Context: an optimization exercise on an open-source flow, tuned for small area, a short achievable clock period and few clock cycles. The choices shown serve that exercise and are no tape-out recipe.

==> inputs of run D <==
==> flow/design.v (excerpt) <==
module its_block (
    input  wire         clk,
    input  wire         rst,         
    input  wire         req_valid,
    output wire         req_ready,
    input  wire [31:0]  req_word,    
    output reg          resp_valid,
    output wire [31:0]  resp_word,   
    output wire [191:0] rec,         
    input  wire         tick,
    input  wire [3:0]   ch_pins,
    output wire         mem_rd,
    output wire [9:0]   mem_addr,
    input  wire [7:0]   mem_rdata
);
Settings: LEC_CHECK=0, CAP_MARGIN=20, CORE_MARGIN=2, CORE_UTILIZATION=40, SLEW_MARGIN=20; clock period 10.0 ns.
standard.sh (not shown) runs the stock make flow with config.mk's settings and CLKGATE_MAP_FILE= SYNTH_SCRIPT=/design/flow/synth_recipe.tcl, a recipe that flattens the netlist after the stock synthesis.
==> flow/flow/run.sh <==
#!/bin/bash
# Standard ORFS layout (the standard.sh), with timing repair aiming below the clock period.
set -euo pipefail
bash standard.sh SETUP_SLACK_MARGIN=7.0 finish > standard_finish.log 2>&1
==> run E (differences from run D) <==
==> flow/flow/run.sh (replaced) <==
#!/bin/bash
# Standard ORFS layout (the standard.sh), with timing repair aiming below the clock
# period and small port buffers.
set -euo pipefail
bash standard.sh SETUP_SLACK_MARGIN=6.5 'BUFFER_PORTS_ARGS=-buffer_cell sky130_fd_sc_hd__buf_2' finish > standard_finish.log 2>&1
- CTS_CLUSTER_DIAMETER: unset -> 80
- CTS_CLUSTER_SIZE: unset -> 30
==> run P (differences from run D) <==
--- a/flow/design.v
+++ b/flow/design.v
@@ -87,16 +87,16 @@
     reg [1:0]  tg0;
     reg        rv1;
     reg [9:0]  a1;
     reg [1:0]  tg1;
     reg        dv;
     reg [9:0]  a2;
     reg [1:0]  tg2;
-    reg [7:0]  md;
-    reg [7:0]  prev;
+    wire [7:0] md   = sr[7:0];      
+    wire [7:0] prev = sr[15:8];     
     assign mem_rd   = rd;
     assign mem_addr = addr;
     reg [191:0] sr;
     assign rec = {sr[159:0], sr[191:160]};
     reg        seq;          
     reg        fin;          
     reg        sel0;         
@@ -104,15 +104,14 @@
     reg        m_chan, m_msg, m_hdr, m_sel, m_cmp, m_init;
     reg [9:0]  sp;           
     reg        hs;           
     reg        gx;           
     reg        ff;           
     reg        fb, e_fl, dok;
     reg [3:0]  sel_c;
-    reg [15:0] work;         
     wire [7:0]  op = w[31:24];
     wire [7:0]  qa = w[23:16];
     wire [15:0] qv = w[15:0];
     reg known, uses_a, uses_v;
     always @* begin
         uses_a = (op == OP_CRCBYTE) || (op == OP_SELIDX) || (op == OP_CHCMD);
         uses_v = (op == OP_CRCCMPC) || (op == OP_CRCCMPM) || (op == OP_LDW) ||
@@ -130,15 +129,15 @@
     always @* begin
         case (op[1:0])
             2'd0:    sel_i = mod12(qa);
             2'd1:    sel_i = mod12({4'd0, ch_active});
             default: sel_i = mod12({4'd0, act1});
         endcase
     end
-    wire [15:0] crc_byte = crc_step(crc_acc, qa);
+    wire [15:0] crc_out = go ? crc_step(crc_acc, qa) : crc_step(rv, md);
     reg        b_store;      
     reg [1:0]  b_st, b_aux;
     reg [15:0] b_val;
     always @* begin
         b_store = 1'b0;
         b_st    = 2'd0;
         b_aux   = 2'd0;
@@ -149,15 +148,15 @@
             case (op)
             OP_TUNMASK: b_val = {15'd0, tick_pending};
             OP_ERRRD,
             OP_ERRCLR:  b_val = {15'd0, err_flag};
             OP_STATRD:  b_val = {4'd0, ch_active, (msg_t == 16'd0), (wait_t == 16'd0),
                                  tick_pending, tick_mask, reload_req, msg_valid,
                                  err_flag, edge_flag};
-            OP_CRCBYTE: b_val = crc_byte;
+            OP_CRCBYTE: b_val = crc_out;
             OP_CRCRD:   b_val = crc_acc;
             OP_CRCCHAN, OP_CRCCMPC, OP_CRCMSG, OP_CRCCMPM, OP_MSGCHK, OP_TINIT,
             OP_SELIDX, OP_SELACT, OP_SELNEXT:
                         b_store = 1'b1;
             OP_LDW, OP_LDM, OP_LDE:
                         b_val = qv;
             OP_RDW:     b_val = wait_t;
@@ -194,15 +193,14 @@
         end
     end
     wire        tick_do = tick & ~tick_mask;
     wire [15:0] wait_d  = (wait_t != 16'd0) ? wait_t - 16'd1 : 16'd0;
     wire [15:0] msg_d   = (msg_t  != 16'd0) ? msg_t  - 16'd1 : 16'd0;
     wire        e_fire  = (elem_t[15:1] == 15'd0);
     wire [15:0] elem_d  = e_fire ? elem_rl : elem_t - 16'd1;
-    wire [15:0] crc_md   = crc_step(work, md);
     wire        c_act    = seq && dv;
     wire        md_ff    = (md == 8'hFF);
     wire        md_esc   = (md == 8'h18);
     wire        md_f     = (md[7:4] == 4'hF);
     wire        sel_empty = ff && md_ff;
     wire        hit      = (a2 >= 10'd303) && (prev == 8'h18) && md_f;
     wire        scan     = c_act && m_hdr && (tg2 == 2'd1);
@@ -222,39 +220,38 @@
     wire        sel_fb   = c_act && m_sel && (tg2 == 2'd2) && sel_empty && !fb &&
                            (sel_c != 4'd0);
     reg [1:0]  f_st, f_aux;
     reg [15:0] f_val;
     always @* begin
         f_st  = 2'd0;
         f_aux = 2'd0;
-        f_val = crc_md;
+        f_val = 16'd0;
         if (fin) begin
             f_val = crc_acc;
             f_st  = {1'b0, crc_acc != qv};
         end else if (last1) begin
             f_aux = {e_fl, fb};
             f_val = {4'd0, sel_c, 4'd0, fb ? 4'd0 : sel_c};
         end else if (m_hdr) begin
             f_st  = (found && dok) ? 2'd0 : 2'd2;
             f_aux = {dok, found};
             f_val = m_init ? w[31:16] : (found ? {8'd0, found_len} : 16'd0);
-        end else if (!crc_ok) begin
+        end else if (msg_end && !hit) begin
             f_st  = 2'd2;
-            f_val = 16'd0;
+        end else if (c_act) begin
+            f_val = crc_out;
         end
     end
     wire f_resp = fin || last1 || (seq_end && !(crc_ok && m_cmp));
     always @(posedge clk) begin
-        md <= mem_rdata;
         sr <= {sr[183:0], mem_rdata};
         a1 <= addr;
         a2 <= a1;
         tg1 <= tg0;
         tg2 <= tg1;
-        work <= (c_act && (m_chan || m_msg)) ? crc_md : 16'd0;
         if (go) begin
             r_st  <= b_st;
             r_aux <= b_aux;
             rv    <= b_val;
         end else begin
             r_st  <= f_st;
             r_aux <= f_aux;
@@ -322,15 +319,15 @@
                         msg_t  <= msg_d;
                         elem_t <= elem_d;
                         if (e_fire) edge_flag <= 1'b1;
                     end
                 end
                 OP_ERRCLR: err_flag <= 1'b0;
                 OP_CRCCLR: crc_acc <= 16'd0;
-                OP_CRCBYTE: crc_acc <= crc_byte;
+                OP_CRCBYTE: crc_acc <= crc_out;
                 OP_CRCCHAN, OP_CRCCMPC: begin
                     seq <= 1'b1; rd <= 1'b1; addr <= 10'd0; m_chan <= 1'b1;
                 end
                 OP_CRCMSG, OP_CRCCMPM: begin
                     seq <= 1'b1; rd <= 1'b1; addr <= 10'd288; m_msg <= 1'b1;
                 end
                 OP_MSGCHK, OP_TINIT: begin
@@ -409,15 +406,14 @@
                     if (sp == 10'd293) hs <= 1'b1;
                     if (sp == 10'd541) gx <= 1'b1;
                 end else begin
                     rd   <= 1'b0;
                 end
             end
             if (c_act) begin
-                prev <= md;
                 if (m_hdr && tg2 == 2'd0) begin
                     if (!a2[2]) begin
                         w[31:16] <= {w[23:16], md};
                         if (a2[0])
                             dok <= !(w[23:16] == 8'hFF && md_ff);
                     end else
                         w[15:0] <= {w[7:0], md};
@@ -441,15 +437,15 @@
             end
             if (seq_end) begin
                 seq <= 1'b0;
                 rd  <= 1'b0;
                 rv1 <= 1'b0;
                 dv  <= 1'b0;
                 if (crc_ok) begin
-                    crc_acc <= crc_md;
+                    crc_acc <= crc_out;
                     if (m_cmp) fin <= 1'b1;
                 end
                 if (m_msg && !hit && m_cmp)
                     err_flag <= 1'b1;
                 if (m_hdr) begin
                     msg_valid <= found && dok;
                     if (m_init && found && dok) begin
==> comparison <==
Run E completed without violations. Run D passed the timing, design-rule and antenna checks. Run P completed with no timing, DRC or antenna violations. Global-route usage: run P > run D > run E. Between run E and run P, the lower fmax is in run E (gap 7.5%, measured against run P). Against run D, the utilization of run P is higher by 2.2 points. Flip-flop and latch count: run D is higher than run P (24). Between run D and run P, the lower setup slack is in run P (gap 0.029 ns).
No run of this note included a check of the RTL's function; only the layout flow was run.

[separate check: timing with driven ports]
The flow's constraints put no driver on any port. The routed layouts listed below were extracted and timed again, unchanged, in two steps. Step 1, drivers: a clkbuf_16 drives clk and a buf_2 each remaining input, both assumed. Step 2 adds t to the input delays and takes it off the output delays; t is the mean of the earliest and latest rising clock arrival at the registers after step 1. Input paths then give back, and output paths get back, about the clock's delay inside the block. Three values: no drivers, after step 1, after step 2; two values: the first two.
| run | shift t [ns] | setup WS [ns] | pins driven straight from the clock port |
|---|---|---|---|
| run D | 0.665 | 6.821 / 6.765 / 6.440 | 1 |
| run E | 0.663 | 6.534 / 6.478 / 5.900 | 1 |
| run P | 0.665 | 6.793 / 6.737 / 6.171 | 1 |
After both steps setup and hold are still met in every run listed. The setup slack of run E, which loses most, moves by -0.056 ns with the drivers and by -0.634 ns with both steps.
